This is an optimization exercise on Yosys and OpenROAD, whose aim is a short achievable clock period and few clock cycles, not a production implementation. Function was checked by simulation only, so behaviour that the tests miss may differ from the original. No activity file was given, so power comes from the tool's default toggle rates.

==> flow/design.v <==
module aqa32_core (
    input  wire        clk,
    input  wire        rst,           
    output wire        mem_req,
    output wire        mem_we,
    output wire [7:0]  mem_addr,
    output wire [31:0] mem_wdata,
    input  wire        mem_ready,
    input  wire [31:0] mem_rdata,
    output wire        out_valid,
    output wire        out_chr,       
    output wire [31:0] out_value,
    input  wire        inp_avail,
    output wire        inp_take,
    output reg         halted,
    output reg         fault,
    output reg  [2:0]  fault_code,
    output reg  [31:0] fault_pc
);
    localparam [4:0] OP_LDR = 5'd0,  OP_STR = 5'd1,  OP_ADD = 5'd2,  OP_SUB = 5'd3,
                     OP_MOV = 5'd4,  OP_CMP = 5'd5,  OP_B   = 5'd6,  OP_BEQ = 5'd7,
                     OP_BNE = 5'd8,  OP_BGT = 5'd9,  OP_BLT = 5'd10, OP_AND = 5'd11,
                     OP_ORR = 5'd12, OP_EOR = 5'd13, OP_MVN = 5'd14, OP_LSL = 5'd15,
                     OP_LSR = 5'd16, OP_HALT = 5'd17, OP_INP = 5'd18, OP_OUT = 5'd19;
    localparam [2:0] F_RANGE  = 3'd2, F_OPCODE = 3'd3, F_MODE = 3'd4,
                     F_DEVICE = 3'd5, F_CHAR   = 3'd6;
    integer i;
    reg         stopped;
    reg         rk;           
    reg  [31:0] rpc;          
    reg         wait_e;       
    reg         wait_l;       
    reg         dv;           
    reg  [31:0] dpc;
    reg         dsrc;         
    reg  [31:0] ibuf;
    reg         lwb;          
    reg  [3:0]  lwb_rd;
    reg  [7:0]  lwb_addr;
    reg         avail_ok;     
    reg  [31:0] rf  [0:12];
    reg  [3:0]  rfl [0:12];   
    reg         ic_v   [0:31];
    reg  [2:0]  ic_tag [0:31];
    reg  [31:0] ic_d   [0:31];
    reg         x_v;
    reg  [31:0] x_pc;
    reg         x_port;       
    reg         x_ldr, x_str, x_jr, x_out, x_inp, x_cmp, x_wrf;
    reg  [3:0]  x_rd;
    reg  [31:0] x_a, x_b, x_c;
    reg  [3:0]  x_bfl;
    reg         x_agt;
    reg  [8:0]  x_sel;        
    reg         x_shz;
    reg         fl_eq, fl_lt;
    function [3:0] vflags(input [31:0] v);
        vflags = {|v[31:8], v == 32'd1, v == 32'd2, v > 32'h0010FFFF};
    endfunction
    wire [31:0] x_add = x_a + x_b;
    wire [31:0] x_sub = x_a - x_b;
    wire [31:0] x_shl = x_a << x_b[4:0];
    wire [31:0] x_shr = x_a >> x_b[4:0];
    wire [31:0] x_res =
        ({32{x_sel[0]}} & x_add) |
        ({32{x_sel[1]}} & x_sub) |
        ({32{x_sel[2]}} & (x_a & x_b)) |
        ({32{x_sel[3]}} & (x_a | x_b)) |
        ({32{x_sel[4]}} & (x_a ^ x_b)) |
        ({32{x_sel[5]}} & ~x_b) |
        ({32{x_sel[6] & ~x_shz}} & x_shl) |
        ({32{x_sel[7] & ~x_shz}} & x_shr) |
        ({32{x_sel[8]}} & x_b);
    wire [3:0]  x_rfl = vflags(x_res);
    wire x_fdata  = (x_ldr || x_str) && x_bfl[3];
    wire x_fdev   = x_out && !x_bfl[2] && !x_bfl[1];
    wire x_fchr   = x_out && x_bfl[1] && x_agt;
    wire x_fault  = x_fdata || x_fdev || x_fchr;
    wire [2:0] x_code = x_fdata ? F_RANGE : x_fdev ? F_DEVICE : F_CHAR;
    wire x_stop   = x_v && x_fault;
    wire inp_ok   = avail_ok;
    wire x_hold   = x_v && !x_fault && ((x_port && (x_ldr || x_str) && !mem_ready) ||
                                        (x_inp && !inp_ok));
    wire x_done   = x_v && !x_fault && !x_hold;
    wire x_fwd    = x_v && x_wrf;
    wire c_eq = (x_v && x_cmp) ? (x_a == x_b) : fl_eq;
    wire c_lt = (x_v && x_cmp) ? (x_a <  x_b) : fl_lt;
    assign mem_req   = !stopped;
    assign mem_addr  = x_port ? x_b[7:0] : rpc[7:0];
    assign mem_we    = x_port && x_v && x_str && !x_fault;
    assign mem_wdata = x_c;
    assign out_valid = x_v && x_out && !x_fault;
    assign out_chr   = x_bfl[1];
    assign out_value = x_a;
    assign inp_take  = x_v && x_inp && !x_fault && inp_ok;
    wire x_acc = x_port && mem_ready;    
    wire f_acc = !x_port && rk && mem_ready;   
    wire [31:0] w    = dsrc ? ibuf : mem_rdata;
    wire [4:0]  op   = w[31:27];
    wire [3:0]  rn   = w[26:23];
    wire [3:0]  rdf  = w[22:19];
    wire [2:0]  md   = w[18:16];
    wire [15:0] o2   = w[15:0];
    wire        imm  = md[0];
    wire [31:0] dpc1 = dpc + 32'd1;
    wire [3:0]  pcfl = vflags(dpc1);
    function [31:0] rdval(input [3:0] idx);
        if (x_fwd && idx == x_rd) rdval = x_res;
        else if (idx == 4'd13) rdval = dpc1;
        else if (idx < 4'd13) rdval = rf[idx];
        else rdval = 32'd0;
    endfunction
    function [3:0] rdfl(input [3:0] idx);
        if (x_fwd && idx == x_rd) rdfl = x_rfl;
        else if (idx == 4'd13) rdfl = pcfl;
        else if (idx < 4'd13) rdfl = rfl[idx];
        else rdfl = 4'd0;
    endfunction
    wire [31:0] va   = rdval(rn);
    wire [31:0] vb   = rdval(o2[3:0]);
    wire [31:0] vc   = rdval(rdf);
    wire [3:0]  afl  = rdfl(rn);
    wire [3:0]  bfl  = rdfl(o2[3:0]);
    wire [3:0]  ifl  = {|o2[15:8], o2 == 16'd1, o2 == 16'd2, 1'b0};
    wire [31:0] op2  = imm ? {16'd0, o2} : vb;
    wire [3:0]  op2fl = imm ? ifl : bfl;
    wire is_ldr = (op == OP_LDR);
    wire is_str = (op == OP_STR);
    wire is_cmp = (op == OP_CMP);
    wire is_out = (op == OP_OUT);
    wire is_inp = (op == OP_INP);
    wire is_hlt = (op == OP_HALT);
    wire is_mov = (op == OP_MOV);
    wire is_br  = (op >= OP_B) && (op <= OP_BLT);
    wire is_alu = (op == OP_ADD) || (op == OP_SUB) || (op == OP_MOV) || (op == OP_AND) ||
                  (op == OP_ORR) || (op == OP_EOR) || (op == OP_MVN) || (op == OP_LSL) ||
                  (op == OP_LSR);
    wire uses_rn = (op == OP_ADD) || (op == OP_SUB) || (op == OP_AND) || (op == OP_ORR) ||
                   (op == OP_EOR) || (op == OP_LSL) || (op == OP_LSR) || is_cmp || is_out;
    wire uses_rd = is_ldr || is_str || is_alu;
    wire f_fetch = |dpc[31:8];
    wire f_opc   = (op >= 5'd20);
    wire f_mode  = md[2] | md[1];
    wire f_idx   = !imm && ((|o2[15:4]) || (o2[3:1] == 3'b111));
    wire f_rn    = uses_rn && (rn[3:1] == 3'b111);
    wire f_rd    = uses_rd && (rdf[3:1] == 3'b111);
    wire d_ff    = f_fetch | f_opc | f_mode | f_idx | f_rn | f_rd;
    wire [2:0] d_fcode = f_fetch ? F_RANGE : f_opc ? F_OPCODE : f_mode ? F_MODE : F_RANGE;
    reg taken;
    always @(*) begin
        case (op)
            OP_B:    taken = 1'b1;
            OP_BEQ:  taken = c_eq;
            OP_BNE:  taken = !c_eq;
            OP_BGT:  taken = !c_eq && !c_lt;
            OP_BLT:  taken = c_lt;
            default: taken = 1'b0;
        endcase
    end
    function reads(input [3:0] r);
        reads = (rn == r) || (!imm && o2[3:0] == r) || (is_str && rdf == r);
    endfunction
    wire ld_dep = (x_v && x_ldr && reads(x_rd)) || (lwb && reads(lwb_rd));
    wire st_dep = x_v && x_str && !dsrc && x_b[7:0] == dpc[7:0];
    wire        x_stc = x_v && x_str;
    wire [4:0]  sx    = dpc1[4:0];
    wire        hit_s = ic_v[sx] && ic_tag[sx] == dpc1[7:5] && !(|dpc1[31:8]) &&
                        !(x_stc && x_b[4:0] == sx);
    wire [4:0]  bx    = o2[4:0];
    wire        hit_b = imm && ic_v[bx] && ic_tag[bx] == o2[7:5] && !(|o2[15:8]) &&
                        !(x_stc && x_b[4:0] == bx);
    wire [31:0] cw    = ic_d[bx];
    wire a_retry = ld_dep || st_dep;
    wire a_stop  = d_ff || is_hlt;
    wire a_ldc   = is_ldr && hit_b;                           
    wire a_jpc   = is_alu && !is_mov && rdf == 4'd13;        
    wire a_jr    = !imm && ((is_br && taken) || (is_mov && rdf == 4'd13));
    wire a_ji    = imm && ((is_br && taken) || (is_mov && rdf == 4'd13));
    wire a_jc    = a_ldc && rdf == 4'd13;                     
    wire a_xport = (is_ldr && !hit_b) || is_str || a_jr;
    wire a_ldpc  = is_ldr && !hit_b && rdf == 4'd13;
    wire dgo = dv && !stopped && !x_stop && !x_hold;
    wire dex = dgo && !a_retry;                 
    reg         n_rk;
    reg  [31:0] n_rpc;
    reg         n_dv;
    reg  [31:0] n_dpc;
    reg         n_dsrc;
    reg  [31:0] n_ibuf;
    reg         n_wait_e, n_wait_l;
    always @(*) begin
        n_rk     = rk;
        n_rpc    = rpc;
        n_dv     = 1'b0;
        n_dpc    = dpc;
        n_dsrc   = 1'b0;
        n_ibuf   = a_ji ? cw : ic_d[sx];
        n_wait_e = wait_e;
        n_wait_l = wait_l;
        if (stopped || x_stop) begin
            n_rk = 1'b0;
        end else if (x_hold) begin
            n_rk  = 1'b1;
            n_rpc = x_pc + 32'd1;
        end else if (x_v && x_jr) begin
            n_rk = 1'b1;
            if (x_acc) begin
                n_rpc = x_b + 32'd1;
                n_dv  = 1'b1;
                n_dpc = x_b;
            end else begin
                n_rpc = x_b;
            end
        end else if (wait_e) begin
            if (x_v) begin
                n_rk     = 1'b1;
                n_rpc    = x_res;
                n_wait_e = 1'b0;
            end
        end else if (wait_l) begin
            n_rk = 1'b0;
            if (lwb && lwb_rd == 4'd13) begin
                n_rk     = 1'b1;
                n_rpc    = mem_rdata;
                n_wait_l = 1'b0;
            end
        end else if (dgo && a_retry) begin
            n_rk  = 1'b1;
            n_rpc = dpc;
        end else if (dgo && a_stop) begin
            n_rk = 1'b0;
        end else if (dgo && a_jpc) begin
            n_rk     = 1'b0;
            n_wait_e = 1'b1;
        end else if (dgo && a_ldpc) begin
            n_rk     = 1'b0;
            n_wait_l = 1'b1;
        end else if (dgo && a_jr) begin
            n_rk = 1'b0;
        end else if (dgo && (a_ji || a_jc)) begin
            n_rk  = 1'b1;
            n_rpc = a_jc ? cw : {16'd0, o2};
            if (a_ji && hit_b) begin
                n_rpc  = {16'd0, o2} + 32'd1;
                n_dv   = 1'b1;
                n_dsrc = 1'b1;
                n_dpc  = {16'd0, o2};
            end
        end else if (dgo && a_xport) begin
            n_rk  = 1'b1;
            n_rpc = dpc1;
            n_dv  = f_acc;
            n_dpc = rpc;
        end else if (dgo) begin
            n_rk = 1'b1;
            if (f_acc) begin
                n_rpc = rpc + 32'd1;
                n_dv  = 1'b1;
                n_dpc = rpc;
            end else if (hit_s) begin
                n_rpc  = dpc1 + 32'd1;
                n_dv   = 1'b1;
                n_dsrc = 1'b1;
                n_dpc  = dpc1;
            end else begin
                n_rpc = dpc1;
            end
        end else if (f_acc) begin
            n_rpc = rpc + 32'd1;
            n_dv  = 1'b1;
            n_dpc = rpc;
        end
    end
    always @(posedge clk) begin
        if (rst) begin
            stopped    <= 1'b0;
            rk         <= 1'b1;
            rpc        <= 32'd0;
            wait_e     <= 1'b0;
            wait_l     <= 1'b0;
            dv         <= 1'b0;
            dpc        <= 32'd0;
            dsrc       <= 1'b0;
            lwb        <= 1'b0;
            avail_ok   <= 1'b0;
            x_v        <= 1'b0;
            x_port     <= 1'b0;
            x_ldr      <= 1'b0;
            x_str      <= 1'b0;
            x_jr       <= 1'b0;
            x_out      <= 1'b0;
            x_inp      <= 1'b0;
            x_cmp      <= 1'b0;
            x_wrf      <= 1'b0;
            fl_eq      <= 1'b1;
            fl_lt      <= 1'b0;
            halted     <= 1'b0;
            fault      <= 1'b0;
            fault_code <= 3'd0;
            fault_pc   <= 32'd0;
            for (i = 0; i < 13; i = i + 1) begin
                rf[i]  <= 32'd0;
                rfl[i] <= 4'd0;
            end
            for (i = 0; i < 32; i = i + 1) begin
                ic_v[i]   <= 1'b0;
            end
        end else begin
            rk     <= n_rk;
            rpc    <= n_rpc;
            dv     <= n_dv;
            dpc    <= n_dpc;
            dsrc   <= n_dsrc;
            ibuf   <= n_ibuf;
            wait_e <= n_wait_e;
            wait_l <= n_wait_l;
            avail_ok <= inp_avail && !inp_take;
            lwb      <= x_v && x_ldr && x_acc && !x_fault;
            lwb_rd   <= x_rd;
            lwb_addr <= x_b[7:0];
            if (x_stop) begin
                stopped <= 1'b1;
                if (x_fault) begin
                    fault      <= 1'b1;
                    fault_code <= x_code;
                    fault_pc   <= x_pc;
                end else begin
                    halted <= 1'b1;
                end
            end else if (dex && a_stop) begin
                stopped <= 1'b1;
                if (d_ff) begin
                    fault      <= 1'b1;
                    fault_code <= d_fcode;
                    fault_pc   <= dpc;
                end else begin
                    halted <= 1'b1;
                end
            end
            if (x_done && x_cmp) begin
                fl_eq <= (x_a == x_b);
                fl_lt <= (x_a <  x_b);
            end
            for (i = 0; i < 13; i = i + 1) begin
                if (x_done && x_wrf && x_rd == i) begin
                    rf[i]  <= x_res;
                    rfl[i] <= x_rfl;
                end else if (lwb && lwb_rd == i) begin
                    rf[i]  <= mem_rdata;
                    rfl[i] <= vflags(mem_rdata);
                end
            end
            if (dv && !dsrc && !f_fetch) begin
                ic_v[dpc[4:0]]   <= 1'b1;
                ic_tag[dpc[4:0]] <= dpc[7:5];
                ic_d[dpc[4:0]]   <= mem_rdata;
            end
            if (lwb) begin
                ic_v[lwb_addr[4:0]]   <= 1'b1;
                ic_tag[lwb_addr[4:0]] <= lwb_addr[7:5];
                ic_d[lwb_addr[4:0]]   <= mem_rdata;
            end
            if (x_done && x_str) begin
                ic_v[x_b[4:0]]   <= 1'b1;
                ic_tag[x_b[4:0]] <= x_b[7:5];
                ic_d[x_b[4:0]]   <= x_c;
            end
            if (!x_hold) begin
                x_v    <= dex && !a_stop;
                x_port <= dex && !a_stop && a_xport;
            end
            if (!x_hold && dex) begin
                x_pc    <= dpc;
                x_ldr   <= is_ldr && !hit_b;
                x_str   <= is_str;
                x_jr    <= a_jr;
                x_out   <= is_out;
                x_inp   <= is_inp;
                x_cmp   <= is_cmp;
                x_wrf   <= (is_alu || a_ldc) && rdf != 4'd13;
                x_rd    <= rdf;
                x_a     <= va;
                x_b     <= a_ldc ? cw : op2;
                x_c     <= vc;
                x_bfl   <= op2fl;
                x_agt   <= afl[0];
                x_sel   <= {is_mov || a_ldc, op == OP_LSR, op == OP_LSL, op == OP_MVN,
                            op == OP_EOR, op == OP_ORR, op == OP_AND,
                            op == OP_SUB, op == OP_ADD};
                x_shz   <= |op2[31:5];
            end
        end
    end
endmodule
==> flow/flow/run.sh <==
#!/bin/bash
set -euo pipefail
bash standard.sh SETUP_SLACK_MARGIN=7 finish > standard.log 2>&1
==> flow/standard.sh <==
#!/bin/bash
# synth_recipe.tcl (not shown) runs the flow's synth.tcl, then flattens the netlist and writes it again
# the make line also repeats each setting of config.mk as NAME=value (left out here)
make -C /OpenROAD-flow-scripts/flow DESIGN_CONFIG=/design/flow/config.mk WORK_HOME=/design/flow/orfs CLKGATE_MAP_FILE= SYNTH_SCRIPT=/design/flow/synth_recipe.tcl "${@:-finish}"
==> flow/config.mk <==
export PLATFORM = sky130hd
export DESIGN_NAME = aqa32_core
export DESIGN_NICKNAME = aqa32_core
export VERILOG_FILES = /design/flow/design.v
export SDC_FILE = /design/flow/constraint.sdc
export NUM_CORES = 4
export LEC_CHECK = 0
export ABC_CLOCK_PERIOD_IN_PS = 5000
export CAP_MARGIN = 20
export CORE_MARGIN = 2
export CORE_UTILIZATION = 40
export PLACE_DENSITY = 0.6
export SLEW_MARGIN = 20
==> flow/constraint.sdc <==
create_clock -name core_clock -period 12.0 [get_ports {clk}]
set_input_delay 2.4000 -clock core_clock [delete_from_list [all_inputs] [get_ports {clk}]]
set_output_delay 2.4000 -clock core_clock [all_outputs]
set_load 0.01 [all_outputs]
==> impl_metrics.json, run 1 <==
{
  "status": "no timing/DRC/antenna violations",
  "period_minus_slack_ns": 6.112,
  "synthDistinctLibCells": 99,
  "reg2reg_slack_ns": 6.12,
  "synth.most_common_cell": "nand2_1",
  "cts_tree": "built",
  "ys_seq_area_share_pct": 40.96,
  "htree_num_levels": 4,
  "endpoint_kind": "flip-flop",
  "dpl_worst_slack_ns": 2.952,
  "final_antenna_net_count": 0,
  "rsz0062_at_grt": "true",
  "maxCapViolCount": 0,
  "rows": 206,
  "cts_made_buffers": 223,
  "final_util_pct": 47.33,
  "worstMarginPinSlew_ns": 1.284,
  "slew_headroom_pct": 14.33,
  "grt_overflow": 0,
  "synth-main-ff-cell": "edfxtp_1",
  "dr_total_vias": 125100,
  "syn2layout_area_growth_pct": 17.90,
  "nets": 12160,
  "yosys.area.top_type": "edfxtp_1",
  "ir_drop_mv": 0.1353,
  "fp.dieH_um": 566.0,
  "r2r-end": "x_shz",
  "r2r-start": "dsrc",
  "start_util_pct": 40.14,
  "cts_buffer_depth": 4,
  "worst_ep_required_time_ns": 12.64,
  "synth-edff-count": 1310,
  "core-area_um2": 314700,
  "n_fill_cell": 28300,
  "arrival_ns": 6.75,
  "critPathMaxStageDelay_ns": 0.55,
  "final_max_slew_viol_count": 0,
  "fmax_mhz": 163.6,
  "hold_violations": 0,
  "ys_top_cells_by_count": "nand2_1 (1,360), edfxtp_1 (1,310), clkbuf_1 (1,130)",
  "finClkSkew_ns": 0.1231,
  "pin_count": 150,
  "synth_area_leaders": "edfxtp_1 (31%), mux4_2 (11%), dfxtp_1 (9.8%), mux2_2 (9.7%), nand2_1 (4.0%)",
  "drt-total-wl_mm": 733.2,
  "final_layout_size_suffix_gt1_share_pct": 29.00,
  "whs_endpoint": "halted",
  "viasPerCell": 7.627,
  "drc_errors": 0,
  "clk_pin_slew_ns": 0.06,
  "worstPathCellList": "buf_6 > mux2i_4 > buf_12 > buf_16 > buf_16 > ha_4 > inv_6 > nor3_4 > buf_12 > nor4_1 > o21a_4 > buf_12 > a211oi_4 > o21ai_1 > o211a_1 > or4_4 > nand4bb_1 > or4_1 > or4_1",
  "clock-sinks": 1930,
  "cp.buffers_inverters": 7,
  "synth.net_count": 12320,
  "first_pass_iters": 16,
  "clock_latency_ns": 0.99,
  "hold_path.class": "reg -> reg",
  "grt_max_degree": 215,
  "grt_pass1_wl_mm": 986.2,
  "synthCells": 12170,
  "syn_area_per_cell_um2": 10.38,
  "netlist.area_leader.share_pct": 31.14,
  "tns_ns": 0,
  "path_max_fanout": 7,
  "post_drt_wl_per_cell_um": 44.72,
  "synthArstFlopShare_pct": 0,
  "root_buffer": "clkbuf_16",
  "startpoint_type": "input pin",
  "setup_viol": 0,
  "first_iter_violations": 24960,
  "rr_worst_depth": 16,
  "min_from": "halted",
  "antenna_found_initial": 74,
  "grt_pass1_vias": 117200,
  "critPathLaunch": "mem_rdata[0]",
  "critPathKind": "in -> reg",
  "grtUsageTotal_pct": 43.93,
  "synth-seq-cells": 1930,
  "dieWidth_um": 566.0,
  "fin_crit_sh_pct": 50.93,
  "timing.final.ws_setup_ns": 5.888,
  "power_density_nw_per_um2": 116.8,
  "dp_hpwl_mm": 430.7,
  "port_buffers": 149,
  "critical_path.slowest_cell": "or4_4",
  "ys.warnings.count": 3,
  "p_leak_nw": 50.21,
  "whs_path_depth": 2,
  "hold_slack_ns": 0.4519,
  "gp_congestion": 1.054,
  "crit_family": "simple AND/OR/NAND/NOR gates",
  "synth_area_um2": 126300,
  "power_mw": 17.39,
  "crit_top_cell": "buf_12",
  "die-area_um2": 320400
}
==> per-layer routing <==
metal	global-route usage (%)	wire (µm)
met5	0.1636	341
met1	50.78	241800
met2	61.13	293600
met4	37.62	79470
met3	20.38	118100
==> state kept, by name (all words and copies together), names as in the netlist, 8 cells and up <==
name / flops
dpc: 32
fault_pc: 32
ibuf: 32
ic_d: 1024
ic_tag: 96
ic_v: 32
lwb_addr: 8
rf: 416
rfl: 52
rpc: 32
x_a: 32
x_b: 32
x_c: 32
x_pc: 32
x_sel: 9
==> worst max path at each step <==
| stage | to | slack (ns) | depth (start not counted) |
|---|---|---|---|
| 6_report | x_shz | 5.89 | 19 |
| 3_3_place_gp | x_shz | 3.00 | 17 |
| 2_1_floorplan | x_shz | 5.17 | 23 |
| 4_1_cts | x_shz | 6.16 | 20 |
| 3_5_place_dp | x_shz | 2.95 | 17 |
| 5_1_grt | x_shz | 5.94 | 20 |
==> stage by stage <==
stage,std cells,area (µm²)
CTS,16280,147000
floorplan,12170,128000
finish,16400,149000
global route,16350,148800
global placement,15600,133300
detailed placement,15600,133300
==> cell type report <==
class / instances / area (µm²) / area share [%]
repair buffers: 982 / 10740 / 7.207
inverters: 147 / 673.1 / 0.4519
clock inverters: 117 / 1378 / 0.9248
multi-input cells: 8718 / 72990 / 49.00
repair inverters: 3 / 26.28 / 0.01764
diodes: 56 / 140.1 / 0.09408
clock buffers: 285 / 6047 / 4.060
flip-flops and latches: 1930 / 51760 / 34.75
well taps: 4160 / 5205 / 3.494
==> worst min-delay path, delay by kind of cell (launching register included) <==
kind            cells  cell delay (ns)
compound gates      1             0.05
buf+inv             1             0.05
flops               1             0.31
==> cell usage in the layout (no fill, tap or decap), types with 377 or more instances in the layout <==
| cell | Yosys | routed |
|---|---|---|
| buf_4 | 5 | 546 |
| a211oi_1 | 437 | 377 |
| nor2_1 | 988 | 929 |
| dfxtp_1 | 620 | 618 |
| mux2_2 | 1090 | 1086 |
| a22oi_1 | 484 | 476 |
| nand2_1 | 1360 | 1274 |
| mux4_2 | 590 | 590 |
| a21oi_1 | 518 | 479 |
| edfxtp_1 | 1310 | 1310 |
==> timing repair <==
item	CTS	global route
buffers inserted	229	56
pin swaps	94	72
setup endpoints to repair	2519	496
gates resized for setup	639	267
hold buffers	0	0
cloned	49	5
==> where the power goes <==
group / internal, mW / switching [mW]
logic: 0.975 / 1.87
registers: 7.17 / 0.136
clock network: 4.18 / 3.06
total: 12.3 / 5.07
==> cell families after synthesis <==
group	Yosys count	share of synthesized area [%]
buf+inv	1526	4.666
xor+xnor	184	1.276
flops	1930	40.96
compound gates	3029	17.07
mux	2063	23.32
simple gates	3319	11.56
fa+ha+maj	115	1.151
Testbench counts, summed over its fixed seeds: cycles 39,572.
==> run 2: changes to the inputs <==
--- a/flow/design.v
+++ b/flow/design.v
@@ -32,7 +32,9 @@
     reg         wait_l;       
     reg         dv;           
-    reg  [31:0] dpc;
     reg         dsrc;         
     reg  [31:0] ibuf;
+    reg  [31:0] fpc;          
+    reg  [31:0] ipc;          
+    wire [31:0] dpc = dsrc ? ipc : fpc;
     reg         lwb;          
     reg  [3:0]  lwb_rd;
@@ -40,5 +42,4 @@
     reg         avail_ok;     
     reg  [31:0] rf  [0:12];
-    reg  [3:0]  rfl [0:12];   
     reg         ic_v   [0:31];
     reg  [2:0]  ic_tag [0:31];
@@ -50,14 +51,12 @@
     reg  [3:0]  x_rd;
     reg  [31:0] x_a, x_b, x_c;
-    reg  [3:0]  x_bfl;
-    reg         x_agt;
     reg  [8:0]  x_sel;        
-    reg         x_shz;
+    reg         x_bhi;        
+    reg         x_b1, x_b2;   
+    reg         x_agt;        
     reg         fl_eq, fl_lt;
-    function [3:0] vflags(input [31:0] v);
-        vflags = {|v[31:8], v == 32'd1, v == 32'd2, v > 32'h0010FFFF};
-    endfunction
     wire [31:0] x_add = x_a + x_b;
     wire [31:0] x_sub = x_a - x_b;
+    wire        x_shz = |x_b[31:5];       
     wire [31:0] x_shl = x_a << x_b[4:0];
     wire [31:0] x_shr = x_a >> x_b[4:0];
@@ -72,8 +71,7 @@
         ({32{x_sel[7] & ~x_shz}} & x_shr) |
         ({32{x_sel[8]}} & x_b);
-    wire [3:0]  x_rfl = vflags(x_res);
-    wire x_fdata  = (x_ldr || x_str) && x_bfl[3];
-    wire x_fdev   = x_out && !x_bfl[2] && !x_bfl[1];
-    wire x_fchr   = x_out && x_bfl[1] && x_agt;
+    wire x_fdata  = (x_ldr || x_str) && x_bhi;
+    wire x_fdev   = x_out && !x_b1 && !x_b2;
+    wire x_fchr   = x_out && x_b2 && x_agt;
     wire x_fault  = x_fdata || x_fdev || x_fchr;
     wire [2:0] x_code = x_fdata ? F_RANGE : x_fdev ? F_DEVICE : F_CHAR;
@@ -88,10 +86,10 @@
     assign mem_req   = !stopped;
     assign mem_addr  = x_port ? x_b[7:0] : rpc[7:0];
-    assign mem_we    = x_port && x_v && x_str && !x_fault;
+    assign mem_we    = x_port && x_v && x_str && !x_bhi;
     assign mem_wdata = x_c;
-    assign out_valid = x_v && x_out && !x_fault;
-    assign out_chr   = x_bfl[1];
+    assign out_valid = x_v && x_out && (x_b1 || (x_b2 && !x_agt));
+    assign out_chr   = x_b2;
     assign out_value = x_a;
-    assign inp_take  = x_v && x_inp && !x_fault && inp_ok;
+    assign inp_take  = x_v && x_inp && inp_ok;      
     wire x_acc = x_port && mem_ready;    
     wire f_acc = !x_port && rk && mem_ready;   
@@ -104,5 +102,4 @@
     wire        imm  = md[0];
     wire [31:0] dpc1 = dpc + 32'd1;
-    wire [3:0]  pcfl = vflags(dpc1);
     function [31:0] rdval(input [3:0] idx);
         if (x_fwd && idx == x_rd) rdval = x_res;
@@ -111,18 +108,8 @@
         else rdval = 32'd0;
     endfunction
-    function [3:0] rdfl(input [3:0] idx);
-        if (x_fwd && idx == x_rd) rdfl = x_rfl;
-        else if (idx == 4'd13) rdfl = pcfl;
-        else if (idx < 4'd13) rdfl = rfl[idx];
-        else rdfl = 4'd0;
-    endfunction
     wire [31:0] va   = rdval(rn);
     wire [31:0] vb   = rdval(o2[3:0]);
     wire [31:0] vc   = rdval(rdf);
-    wire [3:0]  afl  = rdfl(rn);
-    wire [3:0]  bfl  = rdfl(o2[3:0]);
-    wire [3:0]  ifl  = {|o2[15:8], o2 == 16'd1, o2 == 16'd2, 1'b0};
     wire [31:0] op2  = imm ? {16'd0, o2} : vb;
-    wire [3:0]  op2fl = imm ? ifl : bfl;
     wire is_ldr = (op == OP_LDR);
     wire is_str = (op == OP_STR);
@@ -174,5 +161,6 @@
     wire a_stop  = d_ff || is_hlt;
     wire a_ldc   = is_ldr && hit_b;                           
-    wire a_jpc   = is_alu && !is_mov && rdf == 4'd13;        
+    wire a_jpr   = op == OP_ADD && imm && rn == 4'd13 && rdf == 4'd13;   
+    wire a_jpc   = is_alu && !is_mov && rdf == 4'd13 && !a_jpr;   
     wire a_jr    = !imm && ((is_br && taken) || (is_mov && rdf == 4'd13));
     wire a_ji    = imm && ((is_br && taken) || (is_mov && rdf == 4'd13));
@@ -185,5 +173,4 @@
     reg  [31:0] n_rpc;
     reg         n_dv;
-    reg  [31:0] n_dpc;
     reg         n_dsrc;
     reg  [31:0] n_ibuf;
@@ -193,5 +180,4 @@
         n_rpc    = rpc;
         n_dv     = 1'b0;
-        n_dpc    = dpc;
         n_dsrc   = 1'b0;
         n_ibuf   = a_ji ? cw : ic_d[sx];
@@ -208,5 +194,4 @@
                 n_rpc = x_b + 32'd1;
                 n_dv  = 1'b1;
-                n_dpc = x_b;
             end else begin
                 n_rpc = x_b;
@@ -238,12 +223,11 @@
         end else if (dgo && a_jr) begin
             n_rk = 1'b0;
-        end else if (dgo && (a_ji || a_jc)) begin
+        end else if (dgo && (a_ji || a_jc || a_jpr)) begin
             n_rk  = 1'b1;
-            n_rpc = a_jc ? cw : {16'd0, o2};
+            n_rpc = a_jc ? cw : a_jpr ? dpc1 + {16'd0, o2} : {16'd0, o2};
             if (a_ji && hit_b) begin
                 n_rpc  = {16'd0, o2} + 32'd1;
                 n_dv   = 1'b1;
                 n_dsrc = 1'b1;
-                n_dpc  = {16'd0, o2};
             end
         end else if (dgo && a_xport) begin
@@ -251,5 +235,4 @@
             n_rpc = dpc1;
             n_dv  = f_acc;
-            n_dpc = rpc;
         end else if (dgo) begin
             n_rk = 1'b1;
@@ -257,10 +240,8 @@
                 n_rpc = rpc + 32'd1;
                 n_dv  = 1'b1;
-                n_dpc = rpc;
             end else if (hit_s) begin
                 n_rpc  = dpc1 + 32'd1;
                 n_dv   = 1'b1;
                 n_dsrc = 1'b1;
-                n_dpc  = dpc1;
             end else begin
                 n_rpc = dpc1;
@@ -269,5 +250,4 @@
             n_rpc = rpc + 32'd1;
             n_dv  = 1'b1;
-            n_dpc = rpc;
         end
     end
@@ -280,5 +260,6 @@
             wait_l     <= 1'b0;
             dv         <= 1'b0;
-            dpc        <= 32'd0;
+            fpc        <= 32'd0;
+            ipc        <= 32'd0;
             dsrc       <= 1'b0;
             lwb        <= 1'b0;
@@ -301,5 +282,4 @@
             for (i = 0; i < 13; i = i + 1) begin
                 rf[i]  <= 32'd0;
-                rfl[i] <= 4'd0;
             end
             for (i = 0; i < 32; i = i + 1) begin
@@ -310,5 +290,6 @@
             rpc    <= n_rpc;
             dv     <= n_dv;
-            dpc    <= n_dpc;
+            fpc    <= x_port ? x_b : rpc;
+            ipc    <= a_ji ? {16'd0, o2} : dpc1;
             dsrc   <= n_dsrc;
             ibuf   <= n_ibuf;
@@ -343,11 +324,8 @@
             end
             for (i = 0; i < 13; i = i + 1) begin
-                if (x_done && x_wrf && x_rd == i) begin
-                    rf[i]  <= x_res;
-                    rfl[i] <= x_rfl;
-                end else if (lwb && lwb_rd == i) begin
-                    rf[i]  <= mem_rdata;
-                    rfl[i] <= vflags(mem_rdata);
-                end
+                if (x_done && x_wrf && x_rd == i)
+                    rf[i] <= x_res;
+                else if (lwb && lwb_rd == i)
+                    rf[i] <= mem_rdata;
             end
             if (dv && !dsrc && !f_fetch) begin
@@ -370,5 +348,5 @@
                 x_port <= dex && !a_stop && a_xport;
             end
-            if (!x_hold && dex) begin
+            if (!x_hold) begin
                 x_pc    <= dpc;
                 x_ldr   <= is_ldr && !hit_b;
@@ -382,11 +360,12 @@
                 x_a     <= va;
                 x_b     <= a_ldc ? cw : op2;
+                x_bhi   <= |op2[31:8];
+                x_b1    <= op2 == 32'd1;
+                x_b2    <= op2 == 32'd2;
+                x_agt   <= va > 32'h0010FFFF;
                 x_c     <= vc;
-                x_bfl   <= op2fl;
-                x_agt   <= afl[0];
                 x_sel   <= {is_mov || a_ldc, op == OP_LSR, op == OP_LSL, op == OP_MVN,
                             op == OP_EOR, op == OP_ORR, op == OP_AND,
                             op == OP_SUB, op == OP_ADD};
-                x_shz   <= |op2[31:5];
             end
         end
==> flow/flow/run.sh (replaced) <==
#!/bin/bash
set -euo pipefail
bash standard.sh SETUP_SLACK_MARGIN=7.5 finish > standard.log 2>&1
==> run 2 against run 1 <==
Routed wire length grew 7.1%. Global-route usage grew 2.5 points. Critical path depth grew 1. Highest routed layer unchanged.
==> impl_metrics.json, run 2 <==
{
  "min_from": "ic_v[24]",
  "reg2reg_slack_ns": 6.47,
  "final_util_pct": 50.17,
  "root_buffer": "clkbuf_16",
  "synth_xor_area_share_pct": 1.669,
  "synth_compound_gate_area_share_pct": 17.19,
  "pin_count": 150,
  "antenna_found_initial": 105,
  "tns_ns": 0,
  "start_util_pct": 40.08,
  "fp.dieH_um": 567.8,
  "viasPerCell": 7.610,
  "period_minus_slack_ns": 5.755,
  "synth_mux_area_share_pct": 22.78,
  "ir_drop_mv": 0.1391,
  "grt_overflow": 0,
  "multiInputGateArea_um2": 76240,
  "dieWidth_um": 567.8,
  "syn_area_per_cell_um2": 10.28,
  "slew_headroom_pct": 16.41,
  "drt-total-wl_mm": 785.4,
  "synthCells": 12370,
  "synthArstFlopShare_pct": 0,
  "r2r-end": "rpc[8]",
  "worstMarginPinSlew_ns": 1.251,
  "seq_area_um2": 51330,
  "status": "no timing/DRC/antenna violations",
  "critPathKind": "in -> reg",
  "n_fill_cell": 27830,
  "port_buffers": 149,
  "dpl_worst_slack_ns": 2.362,
  "ys.warnings.count": 2,
  "die-area_um2": 322400,
  "synthAdderAreaFrac_pct": 1.317,
  "cts_made_buffers": 221,
  "synthSimpleGateAreaFrac_pct": 11.90,
  "synth-main-ff-cell": "edfxtp_1",
  "stdcell_count": 17110,
  "synth-seq-cells": 1909,
  "rsz0062_at_grt": "true",
  "endpoint_kind": "flip-flop",
  "power_density_nw_per_um2": 119.1,
  "synth-edff-count": 1309,
  "place_area_um2": 134500,
  "hold_path.class": "reg -> reg",
  "worst_ep_required_time_ns": 12.74,
  "post_drt_wl_per_cell_um": 45.89,
  "rows": 207,
  "ys_top_cells_by_count": "edfxtp_1 (1,309), nand2_1 (1,193), clkbuf_1 (1,148)",
  "grtUsageTotal_pct": 46.38,
  "place_inst": 15840,
  "cts_tree": "built",
  "synthDistinctLibCells": 104,
  "synth_area_um2": 127200,
  "timing.final.ws_setup_ns": 6.245,
  "synth_area_leaders": "edfxtp_1 (31%), mux2_2 (9.7%), dfxtp_1 (9.4%), mux4_2 (8.5%), mux2i_1 (4.5%)",
  "hold_slack_ns": 0.4577,
  "design_area_um2": 159200,
  "whs_endpoint": "ic_v[24]",
  "synth.most_common_cell": "edfxtp_1",
  "largest_reg_flops": 1024,
  "fmax_mhz": 173.8,
  "dr_total_vias": 130200,
  "synth_top_family_by_area": "multiplexers",
  "rr_worst_depth": 16,
  "drc_errors": 0,
  "grt_max_degree": 115,
  "startpoint_type": "input pin",
  "clock-sinks": 1909,
  "first_iter_violations": 28420,
  "layout_common_cells": "edfxtp_1 (1,309), nand2_1 (1,108), mux2_2 (1,077), nor2_1 (795), buf_4 (715)",
  "final_antenna_net_count": 0,
  "finClkSkew_ns": 0.1061,
  "final_layout_size_suffix_gt1_share_pct": 32.41,
  "netlist.area_leader.share_pct": 30.91,
  "htree_num_levels": 4,
  "holdBufCountCts": 0,
  "first_pass_iters": 22,
  "whs_path_depth": 1,
  "synth.net_count": 12540,
  "hold_violations": 0,
  "core-area_um2": 317300,
  "grt_pass1_wl_mm": 1036,
  "fin_crit_sh_pct": 47.96,
  "clock_latency_ns": 1.00,
  "final_common_cell": "edfxtp_1",
  "setup_viol": 0,
  "nets": 12840,
  "gp_congestion": 1.028,
  "yosys.area.top_type": "edfxtp_1",
  "arrival_ns": 6.50,
  "dp_hpwl_mm": 436.1,
  "path_max_fanout": 5,
  "power_mw": 18.96,
  "grt_pass1_vias": 120000,
  "r2r-start": "dsrc",
  "clk_pin_slew_ns": 0.06,
  "ys_seq_area_share_pct": 40.36,
  "p_leak_nw": 57.20,
  "syn2layout_area_growth_pct": 25.17,
  "maxCapViolCount": 0,
  "cts_buffer_depth": 4,
  "final_max_slew_viol_count": 0
}
run 2: cell count changes after synthesis, sizes merged, moves of 113 or more:
cell    change
o21ai     -113
nand2     -167
mux2i     +202
mux4      -115
nor2b     +151
nand3     +139
a211oi    +261
a311oi    -172
run 2: layer usage:
metal | routed length, µm | share of wire, % | GRT usage [%] | vias to the layer above
li1 | - | - | - | 48490
met1 | 254700 | 32 | 52.91 | 63140
met2 | 302900 | 39 | 62.64 | 13850
met3 | 133000 | 17 | 23.36 | 4684
met4 | 93120 | 12 | 41.94 | 80
met5 | 1569 | 0.20 | 2.975 | -
run 2: worst max-delay path by stage:
stage / startpoint / to / depth (start not counted)
final: mem_rdata[0] / x_b1 / 20
after global routing: mem_rdata[0] / x_b1 / 20
after CTS: mem_rdata[0] / x_bhi / 19
after detailed placement: mem_rdata[0] / rpc[8] / 16
after global placement: mem_rdata[0] / rpc[0] / 17
after floorplan: mem_rdata[0] / rpc[24] / 25
run 2: kinds of logic after synthesis:
logic type,Yosys count
compound gates,3052
xor+xnor,238
fa+ha+maj,132
buf+inv,1561
flops,1909
mux,2155
simple gates,3325
run 2: final cells by class:
cell class	instances	share of cell area, %
clock inverters	150	1.063
clock buffers	258	3.640
well taps	4180	3.286
flip-flops and latches	1909	32.25
repair inverters	9	0.06761
repair buffers	1419	11.10
inverters	190	0.5691
multi-input cells	8918	47.90
diodes	80	0.1258
run 2: power by group:
| part | internal (mW) | switching, mW |
|---|---|---|
| clock network | 4.14 | 3.18 |
| registers | 7.13 | 0.140 |
| logic | 1.58 | 2.79 |
run 2: critical path, stage by stage:
cell      delay, ns
buf_12         0.10
buf_12         0.13
mux2i_4        0.18
buf_12         0.17
inv_16         0.04
buf_16         0.14
ha_4           0.20
and3_4         0.22
buf_12         0.15
buf_12         0.15
buf_6          0.15
a22o_1         0.19
a221oi_2       0.17
nand4_1        0.50
a221oi_2       0.46
a211o_1        0.16
o21ai_2        0.07
nor2_1         0.22
nand4_1        0.33
nor4_4         0.31
run 2: repair_timing:
item	4_1_cts	5_1_grt
pin swaps	259	218
resized for setup	1345	515
setup endpoints to repair	3119	1486
buffers inserted	483	167
cloned	105	30
Testbench counts of run 2, summed over its fixed seeds: cycles 39,332.
==> run 3: changes to the inputs <==
--- a/flow/design.v
+++ b/flow/design.v
@@ -42,4 +42,6 @@
     reg         avail_ok;     
     reg  [31:0] rf  [0:12];
+    reg  [2:0]  rfl [0:12];   
+    reg         jhit;         
     reg         ic_v   [0:31];
     reg  [2:0]  ic_tag [0:31];
@@ -51,5 +53,6 @@
     reg  [3:0]  x_rd;
     reg  [31:0] x_a, x_b, x_c;
-    reg  [8:0]  x_sel;        
+    reg  [31:0] x_cw;         
+    reg  [9:0]  x_sel;        
     reg         x_bhi;        
     reg         x_b1, x_b2;   
@@ -61,4 +64,7 @@
     wire [31:0] x_shl = x_a << x_b[4:0];
     wire [31:0] x_shr = x_a >> x_b[4:0];
+    function [2:0] vflags(input [31:0] v);
+        vflags = {|v[31:8], v == 32'd1, v == 32'd2};
+    endfunction
     wire [31:0] x_res =
         ({32{x_sel[0]}} & x_add) |
@@ -70,5 +76,6 @@
         ({32{x_sel[6] & ~x_shz}} & x_shl) |
         ({32{x_sel[7] & ~x_shz}} & x_shr) |
-        ({32{x_sel[8]}} & x_b);
+        ({32{x_sel[8]}} & x_b) |
+        ({32{x_sel[9]}} & x_cw);
     wire x_fdata  = (x_ldr || x_str) && x_bhi;
     wire x_fdev   = x_out && !x_b1 && !x_b2;
@@ -82,4 +89,5 @@
     wire x_done   = x_v && !x_fault && !x_hold;
     wire x_fwd    = x_v && x_wrf;
+    wire [2:0] x_rfl = vflags(x_res);
     wire c_eq = (x_v && x_cmp) ? (x_a == x_b) : fl_eq;
     wire c_lt = (x_v && x_cmp) ? (x_a <  x_b) : fl_lt;
@@ -112,4 +120,11 @@
     wire [31:0] vc   = rdval(rdf);
     wire [31:0] op2  = imm ? {16'd0, o2} : vb;
+    function [2:0] rdfl(input [3:0] idx);
+        if (x_fwd && idx == x_rd) rdfl = x_rfl;
+        else if (idx == 4'd13) rdfl = vflags(dpc1);
+        else if (idx < 4'd13) rdfl = rfl[idx];
+        else rdfl = 3'd0;
+    endfunction
+    wire [2:0]  bfl  = rdfl(o2[3:0]);
     wire is_ldr = (op == OP_LDR);
     wire is_str = (op == OP_STR);
@@ -165,7 +180,7 @@
     wire a_jr    = !imm && ((is_br && taken) || (is_mov && rdf == 4'd13));
     wire a_ji    = imm && ((is_br && taken) || (is_mov && rdf == 4'd13));
-    wire a_jc    = a_ldc && rdf == 4'd13;                     
+    wire a_ldpc  = is_ldr && rdf == 4'd13;                    
     wire a_xport = (is_ldr && !hit_b) || is_str || a_jr;
-    wire a_ldpc  = is_ldr && !hit_b && rdf == 4'd13;
+    wire f_good  = f_acc && !jhit;
     wire dgo = dv && !stopped && !x_stop && !x_hold;
     wire dex = dgo && !a_retry;                 
@@ -176,4 +191,5 @@
     reg  [31:0] n_ibuf;
     reg         n_wait_e, n_wait_l;
+    reg         n_jhit;
     always @(*) begin
         n_rk     = rk;
@@ -184,4 +200,5 @@
         n_wait_e = wait_e;
         n_wait_l = wait_l;
+        n_jhit   = 1'b0;
         if (stopped || x_stop) begin
             n_rk = 1'b0;
@@ -218,33 +235,18 @@
             n_rk     = 1'b0;
             n_wait_e = 1'b1;
-        end else if (dgo && a_ldpc) begin
-            n_rk     = 1'b0;
-            n_wait_l = 1'b1;
         end else if (dgo && a_jr) begin
             n_rk = 1'b0;
-        end else if (dgo && (a_ji || a_jc || a_jpr)) begin
-            n_rk  = 1'b1;
-            n_rpc = a_jc ? cw : a_jpr ? dpc1 + {16'd0, o2} : {16'd0, o2};
-            if (a_ji && hit_b) begin
-                n_rpc  = {16'd0, o2} + 32'd1;
-                n_dv   = 1'b1;
-                n_dsrc = 1'b1;
-            end
-        end else if (dgo && a_xport) begin
-            n_rk  = 1'b1;
-            n_rpc = dpc1;
-            n_dv  = f_acc;
+        end else if (dgo && (a_ji || a_jpr || a_ldpc)) begin
+            n_rk     = !a_ldpc || hit_b;
+            n_wait_l = a_ldpc && !hit_b;
+            n_rpc    = a_ji ? {16'd0, o2} : a_jpr ? dpc1 + {16'd0, o2} : cw;
+            n_dv     = a_ji && hit_b;
+            n_dsrc   = a_ji && hit_b;
+            n_jhit   = a_ji && hit_b;
         end else if (dgo) begin
-            n_rk = 1'b1;
-            if (f_acc) begin
-                n_rpc = rpc + 32'd1;
-                n_dv  = 1'b1;
-            end else if (hit_s) begin
-                n_rpc  = dpc1 + 32'd1;
-                n_dv   = 1'b1;
-                n_dsrc = 1'b1;
-            end else begin
-                n_rpc = dpc1;
-            end
+            n_rk   = 1'b1;
+            n_rpc  = (f_good || hit_s) ? dpc1 + 32'd1 : dpc1;
+            n_dv   = f_good || hit_s;
+            n_dsrc = !f_good && hit_s;
         end else if (f_acc) begin
             n_rpc = rpc + 32'd1;
@@ -259,4 +261,5 @@
             wait_e     <= 1'b0;
             wait_l     <= 1'b0;
+            jhit       <= 1'b0;
             dv         <= 1'b0;
             fpc        <= 32'd0;
@@ -282,4 +285,5 @@
             for (i = 0; i < 13; i = i + 1) begin
                 rf[i]  <= 32'd0;
+                rfl[i] <= 3'd0;
             end
             for (i = 0; i < 32; i = i + 1) begin
@@ -296,4 +300,5 @@
             wait_e <= n_wait_e;
             wait_l <= n_wait_l;
+            jhit   <= n_jhit;
             avail_ok <= inp_avail && !inp_take;
             lwb      <= x_v && x_ldr && x_acc && !x_fault;
@@ -324,8 +329,11 @@
             end
             for (i = 0; i < 13; i = i + 1) begin
-                if (x_done && x_wrf && x_rd == i)
-                    rf[i] <= x_res;
-                else if (lwb && lwb_rd == i)
-                    rf[i] <= mem_rdata;
+                if (x_v && x_wrf && x_rd == i) begin
+                    rf[i]  <= x_res;
+                    rfl[i] <= x_rfl;
+                end else if (lwb && lwb_rd == i) begin
+                    rf[i]  <= mem_rdata;
+                    rfl[i] <= vflags(mem_rdata);
+                end
             end
             if (dv && !dsrc && !f_fetch) begin
@@ -359,11 +367,12 @@
                 x_rd    <= rdf;
                 x_a     <= va;
-                x_b     <= a_ldc ? cw : op2;
-                x_bhi   <= |op2[31:8];
-                x_b1    <= op2 == 32'd1;
-                x_b2    <= op2 == 32'd2;
+                x_b     <= op2;
+                x_cw    <= cw;
+                x_bhi   <= imm ? |o2[15:8]    : bfl[2];
+                x_b1    <= imm ? o2 == 16'd1  : bfl[1];
+                x_b2    <= imm ? o2 == 16'd2  : bfl[0];
                 x_agt   <= va > 32'h0010FFFF;
                 x_c     <= vc;
-                x_sel   <= {is_mov || a_ldc, op == OP_LSR, op == OP_LSL, op == OP_MVN,
+                x_sel   <= {is_ldr, is_mov, op == OP_LSR, op == OP_LSL, op == OP_MVN,
                             op == OP_EOR, op == OP_ORR, op == OP_AND,
                             op == OP_SUB, op == OP_ADD};
==> flow/flow/run.sh (replaced) <==
#!/bin/bash
set -euo pipefail
bash standard.sh SETUP_SLACK_MARGIN=8 finish > standard.log 2>&1
--- a/flow/config.mk
+++ b/flow/config.mk
@@ -6,8 +6,8 @@
 export NUM_CORES = 4
 export LEC_CHECK = 0
-export ABC_CLOCK_PERIOD_IN_PS = 5000
+export ABC_CLOCK_PERIOD_IN_PS = 3000
 export CAP_MARGIN = 20
 export CORE_MARGIN = 2
-export CORE_UTILIZATION = 40
-export PLACE_DENSITY = 0.6
+export CORE_UTILIZATION = 50
+export PLACE_DENSITY = 0.65
 export SLEW_MARGIN = 20
==> run 3 against run 2 <==
Synthesized cell count rose by 10%. The flow now stops in global routing (5_1_grt). Area after synthesis is 2.6% higher.
==> impl_metrics.json, run 3 <==
{
  "grt_overflow": 1,
  "ys_top_cells_by_count": "nand2_1 (2,343), edfxtp_1 (1,342), clkbuf_1 (1,189)",
  "cts_buffer_depth": 4,
  "netlist.area_leader.share_pct": 30.89,
  "yosys.area.top_type": "edfxtp_1",
  "pin_count": 150,
  "place_inst": 16230,
  "synth_area_um2": 130400,
  "synth.most_common_cell": "nand2_1",
  "synthCells": 13660,
  "synth-seq-cells": 1982,
  "synth-main-ff-cell": "edfxtp_1",
  "firstError": "[ERROR GRT-0232] Routing congestion too high. Check the congestion heatmap in the GUI.",
  "synth-edff-count": 1342,
  "rows": 187,
  "start_util_pct": 50.27,
  "status": "stopped before the end",
  "cts_made_buffers": 231,
  "dp_hpwl_mm": 442.7,
  "haltStage": "global routing (5_1_grt)",
  "gp_congestion": 1.072,
  "synth.net_count": 13830,
  "synthArstFlopShare_pct": 0,
  "synth_area_leaders": "edfxtp_1 (31%), dfxtp_1 (9.8%), mux2_2 (8.2%), mux4_2 (7.3%), nand2_1 (6.7%)",
  "ys_seq_area_share_pct": 40.72,
  "port_buffers": 149,
  "htree_num_levels": 4,
  "dpl_worst_slack_ns": 4.299,
  "holdBufCountCts": 0,
  "fp.dieH_um": 514.8,
  "synthDistinctLibCells": 124,
  "dieWidth_um": 514.8,
  "root_buffer": "clkbuf_16",
  "clock-sinks": 1982,
  "grtUsageTotal_pct": 70.46,
  "syn_area_per_cell_um2": 9.548,
  "grt_max_degree": 85,
  "ys.warnings.count": 3
}
-- run 3: what timing repair did --
item	4_1_cts
gates cloned	251
gates resized for setup	2517
pin swaps	483
setup endpoints to repair	3239
buffers inserted	1003
-- run 3: kinds of logic after synthesis --
logic type,count (synthesis),synth area share [%]
flops,1982,40.72
fa+ha+maj,127,1.235
compound gates,2986,16.34
simple gates,4965,16.93
mux,1725,18.24
xor+xnor,241,1.635
buf+inv,1636,4.905
-- run 3: power by group through the flow --
stage | logic (mW) | registers, mW | clock network, mW
2_1_floorplan | 2.83 | 7.76 | 0
3_3_place_gp | 4.45 | 7.85 | 0
3_5_place_dp | 4.49 | 7.85 | 0
4_1_cts | 5.95 | 7.68 | 7.13
-- run 3: metal layers --
| metal | GRT usage [%] | GRT overflow |
|---|---|---|
| met4 | 66.83 | 0 |
| met5 | 29.06 | 0 |
| met3 | 54.74 | 0 |
| met2 | 85.30 | 1 |
| met1 | 72.99 | 0 |
-- run 3: per-stage QoR --
step | instance area [µm²] | power [mW]
after floorplan | 135300 | 10.59
after global placement | 137100 | 12.31
after detailed placement | 137200 | 12.34
after CTS | 171000 | 20.77
-- run 3: worst max path at each step --
stage	startpoint	end	slack, ns
CTS	mem_rdata[13]	rpc[11]	7.00
detailed placement	mem_rdata[0]	rpc[30]	4.30
global placement	mem_rdata[0]	rpc[30]	4.32
floorplan	mem_ready	x_a[0]	5.81
Testbench counts of run 3, summed over its fixed seeds: cycles 39,335.

static timing again, ports no longer ideal:
Ports are ideal in the flow. The routed layouts listed here were re-timed in OpenROAD. Step 1 assumes that a clkbuf_16 drives the clock port and a buf_2 every other input. Step 2 also shifts input and output timing later by t, the mid clock arrival at the registers, as if the neighbouring blocks saw the same clock. a / b / c = ideal ports / drivers / drivers and shift; a / b = the first two.
run	t (ns)	setup WS [ns]	clock arrival spread, ns	slew at the worst register clock pin (ns)
run 1	1.034	5.888 / 5.927 / 4.892	0.123 / 0.123	0.07 / 0.07
run 2	1.057	6.245 / 6.207 / 5.150	0.108 / 0.108	0.07 / 0.07
After both steps every run listed still meets setup and hold. For run 2, which loses most, drivers alone change the setup slack by -0.038 ns; drivers and shift together by -1.095 ns.
